This design comes from an exercise in tuning for small area on the open sky130 flow, not from production work. Function was checked by simulation only, so behaviour that the tests miss may differ from the original. Power is estimated from default activity; no workload was simulated.

== amber ==
## sdadc_engine
module sdadc_engine (
    input  wire        clk,
    input  wire        rst,           
    input  wire        tick_i,        
    input  wire        cmd_valid,
    input  wire [31:0] cmd_word,
    output wire        cmd_ready,
    output reg         rsp_valid,
    output wire [2:0]  rsp_status,
    output wire [31:0] rsp_value,
    output wire [3:0]  rsp_recn,
    input  wire        reg_wr_en,
    input  wire [2:0]  reg_wr_addr,
    input  wire [31:0] reg_wr_data,
    input  wire [3:0]  reg_rd_addr,
    output wire [31:0] reg_rd_data,
    input  wire        pin_grant,
    output wire        sclk_o,
    output wire        sclk_oe,
    output wire        din_o,
    output wire        din_oe,
    output wire        dout_o,
    output wire        dout_oe,
    input  wire        dout_i
);
Size: roughly 1900 cells after synthesis, ~480 flip-flops, about 20000 sq um of cells after synthesis.
export LEC_CHECK = 0
export CAP_MARGIN = 20
export CORE_MARGIN = 2
export CORE_UTILIZATION = 40
export SLEW_MARGIN = 20
export SYNTH_HIERARCHICAL = 1
export SYNTH_MINIMUM_KEEP_SIZE = 0
create_clock -name core_clock -period 10.0 [get_ports {clk}]
standard.sh (not shown) runs the stock make flow with config.mk's settings and CLKGATE_MAP_FILE= SYNTH_SCRIPT=/design/flow/synth_recipe.tcl, a recipe that flattens the netlist after the stock synthesis.
==> flow/flow/run.sh <==
#!/bin/bash
# Layout flow: the standard flow (standard.sh) with these changes
#  - synthesis maps the logic with an area-oriented ABC script (amap) instead
#    of ORFS's delay-oriented one; the Yosys steps, and so the registers, are
#    the standard synthesis's;
#  - every port still gets a buffer, but a buf_1 instead of the default pick;
#  - the clock tree is built from clkbuf_8 without dummy loads.
# Each make run's full output goes to its own log file here.
set -uo pipefail
here=$(pwd)

# a copy of ORFS's scripts whose only change is the ABC script
rm -rf "$here/scripts_area"
cp -r "$FLOW_HOME/scripts" "$here/scripts_area"
cp "$here/flow/abc_area_map.script" "$here/scripts_area/abc_speed.script"

bash standard.sh SCRIPTS_DIR="$here/scripts_area" synth > "$here/synth.log" 2>&1 || exit 1

export BUFFER_PORTS_ARGS="-buffer_cell sky130_fd_sc_hd__buf_1"
export CTS_ARGS="-sink_clustering_enable -repair_clock_nets -sink_clustering_size 16 -sink_clustering_max_diameter 60 -buf_list sky130_fd_sc_hd__clkbuf_8 -dont_use_dummy_load"
bash standard.sh > "$here/layout.log" 2>&1
==> flow/flow/abc_area_map.script <==
strash
dc2
dch
amap
strash
dch
amap
strash
dch
amap
topo
stime -c
The inputs of pepper differ from those of amber as listed below.
--- a/flow/design.v
+++ b/flow/design.v
@@ -65,47 +65,49 @@
     reg  [3:0]  phase;
     reg  [2:0]  sub;
     reg  [4:0]  bitcnt;
     reg         drive;
     reg         clk_q, data_q, dir_q;
     reg  [23:0] result_q;
     reg  [3:0]  recn_q;
     reg  [2:0]  code_q;
     reg  [7:0]  lastop_q;
     reg  [31:0] lasttmo_q;
     reg  [63:0] now_q;
+    reg         done_any;      
+    reg         res_any;       
     reg  [7:0]  op_q;          
     reg         fmt_q;         
     reg  [23:0] shift_q;       
     reg  [31:0] holdn_q;       
     reg  [31:0] tmon_q;        
     wire idle   = (phase == P_IDLE);
     wire accept = cmd_valid & idle;
     assign cmd_ready = idle;
     assign sclk_o  = clk_q;
     assign sclk_oe = drive;
     assign din_o   = data_q;
     assign din_oe  = drive & ~m_shared;
     assign dout_o  = data_q;
     assign dout_oe = drive & m_shared & dir_q;
     wire last_val = (code_q == ST_OK) &&
                     ((lastop_q == 8'h01) || (lastop_q == 8'h10) || (lastop_q == 8'h12));
     wire last_raw = (code_q == ST_OK) && (lastop_q == 8'h10);
     assign rsp_status = code_q;
     assign rsp_value  = last_val ? {{8{result_q[23]}}, result_q} : 32'd0;
     assign rsp_recn   = last_raw ? recn_q : 4'd0;
     wire [15:0] rsel  = 16'd1 << reg_rd_addr;
-    wire        rsel9  = rsel[9];
-    wire        rsel10 = rsel[10];
-    wire        rsel11 = rsel[11];
-    wire [8:0]  sr0 = {recn_q, code_q, ~idle, drive};
+    wire        rsel9  = rsel[9] & res_any;
+    wire        rsel10 = rsel[10] & done_any;
+    wire        rsel11 = rsel[11] & done_any;
+    wire [8:0]  sr0 = {recn_q, code_q & {3{done_any}}, ~idle, drive};
     wire [4:0]  sr6 = {drive, dout_i, dir_q, data_q, clk_q};
     wire rd0_0;
     sdadc_ao222 u_rd0_0 (.a0(rsel[0]), .b0(cr_mode[0]), .a1(rsel[1]), .b1(cr_cmdcode[0]), .a2(rsel[2]), .b2(cr_timeout[0]), .yn(rd0_0));
     wire rd0_1;
     sdadc_ao222 u_rd0_1 (.a0(rsel[3]), .b0(cr_t_high[0]), .a1(rsel[4]), .b1(cr_t_low[0]), .a2(rsel[5]), .b2(cr_t_poll[0]), .yn(rd0_1));
     wire rd0_2;
     sdadc_ao222 u_rd0_2 (.a0(rsel[6]), .b0(cr_t_reset[0]), .a1(rsel[7]), .b1(cr_t_startup[0]), .a2(rsel[8]), .b2(sr0[0]), .yn(rd0_2));
     wire rd0_3;
     sdadc_ao222 u_rd0_3 (.a0(rsel9), .b0(result_q[0]), .a1(rsel10), .b1(lastop_q[0]), .a2(rsel11), .b2(lasttmo_q[0]), .yn(rd0_3));
     wire rd0_4;
     sdadc_ao222 u_rd0_4 (.a0(rsel[12]), .b0(now_q[0]), .a1(rsel[13]), .b1(now_q[32]), .a2(rsel[14]), .b2(sr6[0]), .yn(rd0_4));
@@ -675,59 +677,61 @@
     end
     always @(posedge clk) begin
         if (rst) begin
             phase     <= P_IDLE;
             drive     <= 1'b0;
             clk_q     <= 1'b0;
             data_q    <= 1'b0;
             dir_q     <= 1'b0;
             recn_q    <= 4'd0;
             now_q     <= 64'd0;
             rsp_valid <= 1'b0;
+            done_any  <= 1'b0;
+            res_any   <= 1'b0;
         end else begin
             phase     <= n_phase;
             drive     <= n_drive;
             clk_q     <= n_clk;
             data_q    <= n_data;
             dir_q     <= n_dir;
             recn_q    <= n_recn;
             now_q     <= now_q ^ now_inc;
             rsp_valid <= cmpl;
+            if (cmpl)   done_any <= 1'b1;
+            if (res_we) res_any  <= 1'b1;
         end
     end
     wire [7:0]  now_g1;                        
     wire [8:0]  now_gc;                        
     wire [63:0] now_inc;                       
     assign now_gc[0] = tick_i;
     genvar gi, bi;
     generate
         for (gi = 0; gi < 8; gi = gi + 1) begin : g_now
             wire [8:0] c;
             assign now_g1[gi]   = &now_q[8*gi+7:8*gi];
             assign now_gc[gi+1] = now_gc[gi] & now_g1[gi];
             assign c[0] = now_gc[gi];
             for (bi = 0; bi < 8; bi = bi + 1) begin : g_bit
                 assign now_inc[8*gi+bi] = c[bi];
                 assign c[bi+1] = c[bi] & now_q[8*gi+bi];
             end
         end
     endgenerate
     wire [42:0] last_d;
     wire [23:0] result_d;
-    sdadc_ld #(43) u_ldl (.en(cmpl & ~rst), .enn(~(cmpl | rst)), .w({cst, op_q, cr_timeout}),
+    sdadc_ld #(43) u_ldl (.en(cmpl), .enn(~cmpl), .w({cst, op_q, cr_timeout}),
                           .q({code_q, lastop_q, lasttmo_q}), .d(last_d));
-    wire res_we_hi = res_we & o_rawrd;
-    sdadc_ld #(16) u_ldr1 (.en(res_we_hi & ~rst), .enn(~(res_we | rst)), .w(shift_q[23:8]),
-                           .q(result_q[23:8]), .d(result_d[23:8]));
-    sdadc_ld #(8)  u_ldr0 (.en(res_we & ~rst), .enn(~(res_we | rst)), .w(shift_q[7:0]),
-                           .q(result_q[7:0]), .d(result_d[7:0]));
+    sdadc_ld #(24) u_ldr (.en(res_we), .enn(~res_we),
+                          .w({shift_q[23:8] & {16{o_rawrd}}, shift_q[7:0]}),
+                          .q(result_q), .d(result_d));
     always @(posedge clk) begin
         {code_q, lastop_q, lasttmo_q} <= last_d;
         result_q <= result_d;
     end
     wire [8:0]  opf_d;
     wire [23:0] shift_d;
     wire        sh_hold = ~idle & ~shift_en;
     sdadc_ld #(9) u_ldo (.en(idle), .enn(~idle), .w({w_op, w_fmt}), .q({op_q, fmt_q}), .d(opf_d));
     sdadc_ld3 #(16) u_lds0 (.e0(idle), .w0(cmd_word[15:0]), .e1(shift_en), .w1({shift_q[14:0], dout_i}),
                             .e2(sh_hold), .w2(shift_q[15:0]), .d(shift_d[15:0]));
     sdadc_ld #(8) u_lds1 (.en(shift_en), .enn(~shift_en), .w(shift_q[22:15]), .q(shift_q[23:16]),
Results
pepper closes out successfully: all stages finished, all timing, DRC and antenna checks passed. Changes observed in pepper relative to amber: multi-input combinational cell area climbed 200 sq um, number of synthesized register bits climbed 0.42%, cell count after placement climbed 39. Looking only at hold slack, and setting everything else aside, the lower value of amber and pepper goes to pepper. Combinational group share of total power in pepper is 2.1 points higher than in amber. Between amber and pepper, mean post-synth cell area is higher for amber, pepper comes in under that. On clock period minus worst slack, the lower figure sits with amber, not pepper. amber → pepper: count of final hold-check violations comparable; number of sequential storage elements increased about 0.4%.

port drivers added, routing unchanged:
Ports are ideal in the flow. The routed layouts listed here were re-timed in OpenROAD. Step 1, drivers: a clkbuf_16 drives clk and a buf_2 each remaining input, both assumed. Step 2 adds t to the input delays and takes it off the output delays; t is the mean of the earliest and latest rising clock arrival at the registers after step 1. Input paths then give back, and output paths get back, about the clock's delay inside the block. Slacks: ideal ports / drivers / drivers and shift; pairs: ideal ports / drivers.
| run | t, ns | setup WS [ns] | worst hold slack (ns) | worst setup path at the end |
|---|---|---|---|---|
| amber | 0.666 | 3.798 / 3.758 / 3.724 | 0.477 / 0.477 / 0.477 | input to register |
| pepper | 0.675 | 3.760 / 3.728 / 3.665 | 0.438 / 0.438 / 0.438 | input to register |
After both steps setup and hold are still met in every run listed. For pepper, which loses most, drivers alone change the setup slack by -0.032 ns; drivers and shift together by -0.095 ns.
